This design comes from an exercise in tuning for small area, a short achievable clock period and few clock cycles per item on the open sky130 flow, not from production work.
The RTL was checked by simulation tests, not by an equivalence proof against the original design.
No activity file was given, so power comes from the tool's default toggle rates.

===== flow/design.v =====
module uartty_core #(
    parameter RX_AW = 7,
    parameter TX_AW = 6,
    parameter EB_W  = 8
) (
    input  wire        clk,
    input  wire        rst,
    input  wire [13:0] cfg_flags,
    input  wire [7:0]  cfg_erase_code,
    input  wire [7:0]  cfg_kill_code,
    input  wire [7:0]  cfg_werase_code,
    input  wire        ev_valid,
    input  wire [2:0]  ev_kind,
    input  wire [7:0]  ev_data,
    output wire        ev_ready,
    output wire        rsp_valid,
    output wire [1:0]  rsp_code,
    output wire [7:0]  rsp_data,
    output wire        rsp_txie,
    output wire        rsp_rd_ready,
    output wire        rsp_tx_full
);
    localparam [2:0] EV_RX    = 3'd1;
    localparam [2:0] EV_TXRDY = 3'd2;
    localparam [2:0] EV_RD    = 3'd3;
    localparam [2:0] EV_WR    = 3'd4;
    localparam [1:0] RES_OK    = 2'd0;
    localparam [1:0] RES_BYTE  = 2'd1;
    localparam [1:0] RES_FULL  = 2'd2;
    localparam [1:0] RES_EMPTY = 2'd3;
    localparam [7:0] C_XON   = 8'h11;
    localparam [7:0] C_XOFF  = 8'h13;
    localparam [7:0] C_CR    = 8'h0D;
    localparam [7:0] C_NL    = 8'h0A;
    localparam [7:0] C_BS    = 8'h08;
    localparam [7:0] C_SP    = 8'h20;
    localparam [7:0] C_BEL   = 8'h07;
    localparam [7:0] C_CARET = 8'h5E;
    localparam [1:0] ES_IDLE = 2'd0;
    localparam [1:0] ES_BS1  = 2'd1;
    localparam [1:0] ES_SP   = 2'd2;
    localparam [1:0] ES_BS2  = 2'd3;
    localparam [1:0] STOP_NONE     = 2'd0;
    localparam [1:0] STOP_SPACE    = 2'd1;
    localparam [1:0] STOP_NONSPACE = 2'd2;
    localparam [2:0] S_IDLE    = 3'd0;
    localparam [2:0] S_EXEC    = 3'd1;
    localparam [2:0] S_RETRACT = 3'd2;
    localparam [2:0] S_ECHO1   = 3'd3;
    localparam [2:0] S_ECHO2   = 3'd4;
    localparam [2:0] S_RESP    = 3'd5;
    localparam integer N_RX = 1 << RX_AW;
    localparam integer N_TX = 1 << TX_AW;
    wire cfg_canonical = cfg_flags[0];
    wire cfg_echo      = cfg_flags[1];
    wire cfg_echoe     = cfg_flags[2];
    wire cfg_echok     = cfg_flags[3];
    wire cfg_echoctl   = cfg_flags[4];
    wire cfg_echonl    = cfg_flags[5];
    wire cfg_icrnl     = cfg_flags[6];
    wire cfg_inlcr     = cfg_flags[7];
    wire cfg_igncr     = cfg_flags[8];
    wire cfg_istrip    = cfg_flags[9];
    wire cfg_ocrnl     = cfg_flags[10];
    wire cfg_onlcr     = cfg_flags[11];
    wire cfg_flow      = cfg_flags[12];
    wire cfg_bell      = cfg_flags[13];
    function is_ctl(input [7:0] c);
        is_ctl = (c < 8'h20) || (c == 8'h7F);
    endfunction
    reg [7:0]       rx_mem [0:N_RX-1];
    reg [RX_AW-1:0] rx_head, rx_tail;
    reg [7:0]       tx_mem [0:N_TX-1];
    reg [TX_AW-1:0] tx_head, tx_tail;
    reg [7:0]       lrc;           
    reg [EB_W-1:0]  backlog;       
    reg [1:0]       erase_state;   
    reg             txie;
    reg             halt;          
    reg             plf;           
    reg [2:0]  state;
    reg [2:0]  cur_kind;
    reg [7:0]  cur_data;
    reg [7:0]  cur_b;         
    reg [1:0]  stop_mode;     
    reg        ret_kill;      
    reg        ret_single;    
    reg        ret_werase1;   
    reg        ret_any;       
    reg        echo_flag;     
    reg [7:0]  echo_second;   
    reg [1:0]  res_code;
    reg [7:0]  res_data;
    wire [RX_AW-1:0] rx_count   = rx_tail - rx_head;
    wire             rx_empty   = (rx_head == rx_tail);
    wire [RX_AW:0]   rx_free    = (N_RX - 1) - {1'b0, rx_count};
    wire [RX_AW-1:0] rx_tail_m1 = rx_tail - 1'b1;
    wire [7:0]       rx_last    = rx_mem[rx_tail_m1];
    wire [7:0]       rx_first   = rx_mem[rx_head];
    wire             tx_empty   = (tx_head == tx_tail);
    wire [TX_AW-1:0] tx_tail_p1 = tx_tail + 1'b1;
    wire             tx_full    = (tx_tail_p1 == tx_head);
    wire [7:0]       tx_first   = tx_mem[tx_head];
    wire rd_ready = cfg_canonical ? (lrc != 8'd0) : !rx_empty;
    wire [7:0] b1 = cfg_istrip ? {1'b0, cur_data[6:0]} : cur_data;
    wire [7:0] b2 = (cfg_icrnl && b1 == C_CR) ? C_NL :
                    (cfg_inlcr && b1 == C_NL) ? C_CR : b1;
    reg ret_stop;
    always @(*) begin
        if (rx_empty)
            ret_stop = 1'b1;
        else if (rx_last == C_NL)
            ret_stop = 1'b1;
        else if (stop_mode == STOP_SPACE)
            ret_stop = (rx_last == C_SP);
        else if (stop_mode == STOP_NONSPACE)
            ret_stop = (rx_last != C_SP);
        else
            ret_stop = 1'b0;
    end
    assign ev_ready = (state == S_IDLE) || (state == S_RESP);
    assign rsp_valid    = (state == S_RESP);
    assign rsp_code     = res_code;
    assign rsp_data     = res_data;
    assign rsp_txie     = txie;
    assign rsp_rd_ready = rd_ready;
    assign rsp_tx_full  = tx_full;
    task tx_enqueue(input [7:0] w);
        begin
            if (!tx_full) begin
                tx_mem[tx_tail] <= w;
                tx_tail <= tx_tail_p1;
            end
            txie <= 1'b1;
        end
    endtask
    always @(posedge clk) begin
        if (rst) begin
            state       <= S_IDLE;
            rx_head     <= {RX_AW{1'b0}};
            rx_tail     <= {RX_AW{1'b0}};
            tx_head     <= {TX_AW{1'b0}};
            tx_tail     <= {TX_AW{1'b0}};
            lrc         <= 8'd0;
            backlog     <= {EB_W{1'b0}};
            erase_state <= ES_IDLE;
            txie        <= 1'b0;
            halt        <= 1'b0;
            plf         <= 1'b0;
            cur_kind    <= 3'd0;
            cur_data    <= 8'd0;
            cur_b       <= 8'd0;
            stop_mode   <= STOP_NONE;
            ret_kill    <= 1'b0;
            ret_single  <= 1'b0;
            ret_werase1 <= 1'b0;
            ret_any     <= 1'b0;
            echo_flag   <= 1'b0;
            echo_second <= 8'd0;
            res_code    <= RES_OK;
            res_data    <= 8'd0;
        end else begin
            case (state)
            S_IDLE, S_RESP: begin
                if (ev_valid) begin
                    cur_kind <= ev_kind;
                    cur_data <= ev_data;
                    state    <= S_EXEC;
                end else begin
                    state    <= S_IDLE;
                end
            end
            S_EXEC: begin
                res_code <= RES_OK;
                res_data <= 8'd0;
                state    <= S_RESP;
                case (cur_kind)
                EV_RX: begin
                    cur_b <= b2;
                    if (cfg_flow && cur_data == C_XOFF) begin
                        halt <= 1'b1;
                        txie <= 1'b0;
                    end else if (cfg_flow && cur_data == C_XON) begin
                        halt <= 1'b0;
                        txie <= 1'b1;
                    end else if (cfg_igncr && b1 == C_CR) begin
                    end else if (cfg_canonical &&
                                 (b2 == cfg_erase_code || b2 == C_BS)) begin
                        stop_mode   <= STOP_NONE;
                        ret_kill    <= 1'b0;
                        ret_single  <= 1'b1;
                        ret_werase1 <= 1'b0;
                        ret_any     <= 1'b0;
                        echo_flag   <= cfg_echoe;
                        state       <= S_RETRACT;
                    end else if (cfg_canonical && b2 == cfg_kill_code) begin
                        stop_mode   <= STOP_NONE;
                        ret_kill    <= 1'b1;
                        ret_single  <= 1'b0;
                        ret_werase1 <= 1'b0;
                        ret_any     <= 1'b0;
                        echo_flag   <= cfg_echok;
                        state       <= S_RETRACT;
                    end else if (cfg_canonical && b2 == cfg_werase_code) begin
                        stop_mode   <= STOP_NONSPACE;
                        ret_kill    <= 1'b0;
                        ret_single  <= 1'b0;
                        ret_werase1 <= 1'b1;
                        ret_any     <= 1'b0;
                        echo_flag   <= cfg_echoe;
                        state       <= S_RETRACT;
                    end else if (rx_free >= ((cfg_canonical && b2 != C_NL) ? 2 : 1)) begin
                        if (cfg_canonical && b2 == C_NL)
                            lrc <= lrc + 8'd1;
                        rx_mem[rx_tail] <= b2;
                        rx_tail <= rx_tail + 1'b1;
                        state   <= S_ECHO1;
                    end else if (cfg_bell) begin
                        tx_enqueue(C_BEL);
                    end
                end
                EV_TXRDY: begin
                    if (halt) begin
                        txie <= 1'b0;
                    end else if (plf) begin
                        plf      <= 1'b0;
                        res_code <= RES_BYTE;
                        res_data <= C_NL;
                    end else if (erase_state == ES_IDLE && backlog != 0) begin
                        backlog     <= backlog - 1'b1;
                        erase_state <= ES_SP;
                        res_code    <= RES_BYTE;
                        res_data    <= C_BS;
                    end else if (erase_state != ES_IDLE) begin
                        res_code <= RES_BYTE;
                        case (erase_state)
                        ES_BS1:  begin res_data <= C_BS; erase_state <= ES_SP;   end
                        ES_SP:   begin res_data <= C_SP; erase_state <= ES_BS2;  end
                        default: begin res_data <= C_BS; erase_state <= ES_IDLE; end
                        endcase
                    end else if (!tx_empty) begin
                        tx_head  <= tx_head + 1'b1;
                        res_code <= RES_BYTE;
                        if (cfg_ocrnl && tx_first == C_CR) begin
                            res_data <= C_NL;
                        end else if (cfg_onlcr && tx_first == C_NL) begin
                            res_data <= C_CR;
                            plf      <= 1'b1;
                        end else begin
                            res_data <= tx_first;
                        end
                    end else begin
                        txie <= 1'b0;
                    end
                end
                EV_RD: begin
                    if (rd_ready) begin
                        rx_head  <= rx_head + 1'b1;
                        res_code <= RES_BYTE;
                        res_data <= rx_first;
                        if (cfg_canonical && rx_first == C_NL)
                            lrc <= lrc - 8'd1;
                    end else begin
                        res_code <= RES_EMPTY;
                    end
                end
                EV_WR: begin
                    res_code <= tx_full ? RES_FULL : RES_OK;
                    tx_enqueue(cur_data);
                end
                default: ;
                endcase
            end
            S_RETRACT: begin
                if (!ret_stop) begin
                    rx_tail <= rx_tail_m1;
                    ret_any <= 1'b1;
                    if (echo_flag) begin
                        if (cfg_echoctl && is_ctl(rx_last))
                            backlog <= backlog + 2'd2;
                        else
                            backlog <= backlog + 1'b1;
                        txie <= 1'b1;
                    end
                    if (ret_single)
                        state <= echo_flag ? S_RESP : S_ECHO1;
                end else if (ret_werase1) begin
                    ret_werase1 <= 1'b0;
                    stop_mode   <= STOP_SPACE;
                end else begin
                    state <= (!echo_flag && ret_any) ? S_ECHO1 : S_RESP;
                end
            end
            S_ECHO1: begin
                state <= S_RESP;
                if (cur_b == C_NL) begin
                    if (cfg_echo || cfg_echonl)
                        tx_enqueue(C_NL);
                end else if (cfg_echo) begin
                    if (cfg_echoctl && is_ctl(cur_b)) begin
                        tx_enqueue(C_CARET);
                        echo_second <= cur_b ^ 8'h40;
                        state <= S_ECHO2;
                    end else begin
                        tx_enqueue(cur_b);
                    end
                end
            end
            S_ECHO2: begin
                tx_enqueue(echo_second);
                state <= S_RESP;
            end
            default: state <= S_IDLE;
            endcase
        end
    end
endmodule

===== flow/run.sh =====
#!/bin/bash
# synth_recipe.tcl (not shown) runs the flow's synth.tcl, then flattens the netlist and writes it again
# the make line also repeats each setting of config.mk as NAME=value (left out here)
make -C /OpenROAD-flow-scripts/flow DESIGN_CONFIG=/design/flow/config.mk WORK_HOME=/design/flow/orfs CLKGATE_MAP_FILE= SYNTH_SCRIPT=/design/flow/synth_recipe.tcl finish

===== flow/config.mk =====
export PLATFORM = sky130hd
export DESIGN_NAME = uartty_core
export DESIGN_NICKNAME = uartty_core
export VERILOG_FILES = /design/flow/design.v
export SDC_FILE = /design/flow/constraint.sdc
export NUM_CORES = 4
export LEC_CHECK = 0
export CAP_MARGIN = 20
export CORE_MARGIN = 2
export CORE_UTILIZATION = 40
export SLEW_MARGIN = 20

===== flow/constraint.sdc =====
create_clock -name core_clock -period 8.0 [get_ports {clk}]
set_input_delay 1.6000 -clock core_clock [delete_from_list [all_inputs] [get_ports {clk}]]
set_output_delay 1.6000 -clock core_clock [all_outputs]
set_load 0.01 [all_outputs]

==> impl_metrics.tcl <==
set metrics [dict create \
    syn_avg_cell_area_sq_um 18.5 \
    clkTransAtPathRegs_ns 0.06 \
    postPlaceCellArea_sq_um 78300 \
    whs_path_depth 2 \
    vias 40900 \
    skew_ns 0.0452 \
    ys_ff_latch 1642 \
    insertion_delay_ns 0.83 \
    synth_flop_cell "edfxtp_1" \
    slew_violations 0 \
    power_density_nw_per_um2 228 \
    cts_root_buf "clkbuf_16" \
    antenna_left 0 \
    htreeDepth 4 \
    reg2regPathDepth 13 \
    holdWs_ns 0.462 \
    timing.slew.headroom_pct 24.4 \
    cts_hold_buffers 0 \
    die_w_um 436 \
    async_reset_ff_share_pct 0 \
    r2r-end "backlog[5]$_SDFFE_PP0P_" \
    required_ns 8.42 \
    p_leak_nw 25.7 \
    grt_remaining_overflow 0 \
    routabilityCongestion 0.926 \
    antenna_found_initial 2 \
    r2r_slack_ns 1.39 \
    instances_no_fill 6732 \
    wire_per_inst_um 30.6 \
    ys_types 84 \
    numPortBuffers 66 \
    design_area_sq_um 84200 \
    reg2reg_from "rx_tail[1]$_SDFFE_PP0P_" \
    fill_cells 15700 \
    clk_path_buf_depth 3 \
    syn_to_final_growth_pct 13.0 \
    min_from "erase_state[0]$_SDFFE_PP0P_" \
    grt_max_degree 97 \
    layout-drive-gt1-share_pct 28.4 \
    ir_drop_uv 167 \
    placementRows 158 \
    status "complete, no violations" \
    io_pins 67 \
    nNetsFinal 4187 \
    rsz0062_at_grt "false" \
    via_per_inst 6.08 \
    grt_pass1_vias 40800 \
    dp.cells 6411 \
    cts-resized-gates 0 \
    drc 0 \
    synth_area_sq_um 74500 \
    syn_inst 4027 \
    hold_end "erase_state[0]$_SDFFE_PP0P_" \
    worst_pin_slew_ns 1.13 \
    seq_area_frac_synth_pct 64.7 \
    cts.sinks 1642 \
    wl_um 206000 \
    hold_violations 0 \
    cp_max_fo 8 \
    final_common_cell "edfxtp_1" \
    hold_class "reg -> reg" \
    setup_viol 0 \
    start_kind "primary input" \
    cts_tree "done" \
    max_freq_ghz 0.149 \
    synth_nets 4109 \
    max_cap_viol_count 0 \
    start_util_pct 40.2 \
    cp_data_arrival_time_ns 7.15 \
    crit_type "in -> reg" \
    grt_pass1_wl_um 299000 \
    fin_crit_sh_pct 84.1 \
    die_y_um 436 \
    min_period_ns 6.73 \
    drt_pass1_iterations 5 \
    post-route-util_pct 45.4 \
    numCtsBuffers 171 \
    dpl.hpwl_um 131000 \
    ys.warnings.count 1 \
    drt_iter0_markers 4964 \
    crit_path_end_kind "flop" \
    final_cell_mix "edfxtp_1 (1536), mux4_2 (747), nor2_1 (413)" \
    track_usage_pct 21.6 \
    core-area_sq_um 185000 \
    fin_setup_tns_ns 0 \
    synth_edf_count 1536 \
    cts_setup_buffers 0 \
    die-area_sq_um 190000 \
]
==> cell families (layout without fill, tap and decap cells) <==
logic type / Yosys count / after routing / share of synthesized area, %
buffers and inverters: 327 / 548 / 1.93
AOI/OAI and AO/OA: 274 / 274 / 2.55
muxes: 896 / 896 / 24.7
xor gates and xnor gates: 66 / 66 / 0.786
other: 0 / 4 / 0
DFF: 1642 / 1642 / 64.7
and+or+nand+nor: 792 / 792 / 4.73
adders and majority gates: 30 / 30 / 0.524
==> stage by stage <==
step	setup WS, ns	total power, mW
final	1.27	19.2
after floorplan	0.267	10.5
after global routing	0.921	19.7
after detailed placement	0.464	11.1
after global placement	0.582	11.0
after CTS	1.34	19.3
==> where the power goes <==
group | switching [mW] | internal [mW]
clock | 3.41 | 4.87
combinational | 0.876 | 0.442
sequential | 0.0748 | 9.49
total | 4.36 | 14.8
==> flip-flops by register name, indices dropped and copies added, names as in the netlist, named ones only <==
register / count
rx_head: 7
rx_tail: 7
lrc: 8
rx_mem: 1024
ret_werase1: 1
state: 3
tx_head: 6
plf: 1
cur_b: 8
echo_flag: 1
erase_state: 2
res_code: 2
backlog: 8
halt: 1
res_data: 8
ret_single: 1
cur_kind: 3
txie: 1
echo_second: 8
stop_mode: 2
cur_data: 8
tx_mem: 512
ret_any: 1
tx_tail: 6
==> final cells by class <==
class                   count  area, sq um  area share (%)
diodes                      4         10.0          0.0119
clock buffers             208         4540            5.40
clock inverters           108         1280            1.52
inverters                  46          179           0.213
multi-input cells        2058        25000            29.7
flip-flops and latches   1642        48300            57.4
well taps                2480         3100            3.69
repair buffers            186         1780            2.11
==> cells in the mapped netlist (all sizes together), types with 14 or more instances <==
library cell / number / area share (%)
ha: 28 / 0.47
nor3: 34 / 0.23
nand2: 146 / 0.74
nand4: 31 / 0.26
or3: 17 / 0.14
nand2b: 18 / 0.15
a21oi: 51 / 0.34
edfxtp: 1536 / 62
mux4: 752 / 23
a211oi: 19 / 0.19
clkbuf: 142 / 0.72
xnor2: 41 / 0.48
buf: 139 / 0.98
dfxtp: 106 / 2.8
nor4: 14 / 0.12
nor2b: 20 / 0.17
o21ai: 51 / 0.34
mux2: 25 / 0.38
nand3: 40 / 0.27
xor2: 25 / 0.30
nor2: 416 / 2.1
inv: 45 / 0.23
o22ai: 41 / 0.34
mux2i: 119 / 1.6
==> routing by layer <==
layer  wire, um  GRT usage [%]  vias up  share of wire, %
li1           -              -    16900                 -
met1      84500           30.2    21800                41
met2      98000           33.7     1896                48
met3      15500           4.10      337               7.5
met4       7840           8.10        0               3.8
met5          0              0        -                 0
==> how the worst max path moves through the flow <==
stage               cells after the start          from                 endpoint  slack, ns
finish                                 18  cfg_flags[9]  tx_mem[60][0]$_DFFE_PP_       1.27
global route                           18  cfg_flags[9]  tx_mem[60][0]$_DFFE_PP_       0.92
CTS                                    18  cfg_flags[9]  tx_mem[60][0]$_DFFE_PP_       1.34
detailed placement                     18  cfg_flags[9]  tx_mem[60][1]$_DFFE_PP_       0.46
global placement                       18  cfg_flags[9]  tx_mem[61][2]$_DFFE_PP_       0.58
floorplan                              14  cfg_flags[9]  tx_mem[23][0]$_DFFE_PP_       0.27
==> critical path, stage by stage <==
cell and delay (ns):
clkdlybuf4s50_1 0.45, nand2b_1 0.31, inv_4 0.05, o31ai_1 0.25, a21oi_1 0.10, buf_4 0.19
nor4_1 0.49, nand2b_1 0.22, ha_1 0.25, o21ai_0 0.22, nand4_1 0.12, or4_1 0.45
nor4_1 0.30, buf_4 0.18, a31oi_1 0.27, nor2b_1 0.58, nand3_1 0.43, nor2_1 0.67
Testbench counts, summed over its fixed seeds: cycles 56,617, events 24,000.

[what the ideal ports hide]
In the flow no input, the clock included, has a driving cell. The finished layout below was timed again as built, in two steps.
Step 1 assumes that a clkbuf_16 drives the clock port and a buf_2 every other input.
Step 2, shift: input delay + t, output delay - t, t = (earliest + latest rising clock arrival at the registers) / 2. This alone moves slack from input paths to output paths.
Slacks: no drivers / after step 1 / after step 2; pairs: no drivers / after step 1.
shift t [ns]: 0.889
setup WS [ns]: 1.272 / 1.327 / 0.438
hold WS [ns]: 0.462 / 0.462 / 0.462
latest minus earliest clock arrival (ns): 0.045 / 0.045
pins driven straight from the clock port: 1
After both steps this run still meets setup and hold. The setup slack of this run moves by +0.055 ns with the drivers and by -0.834 ns with both steps.
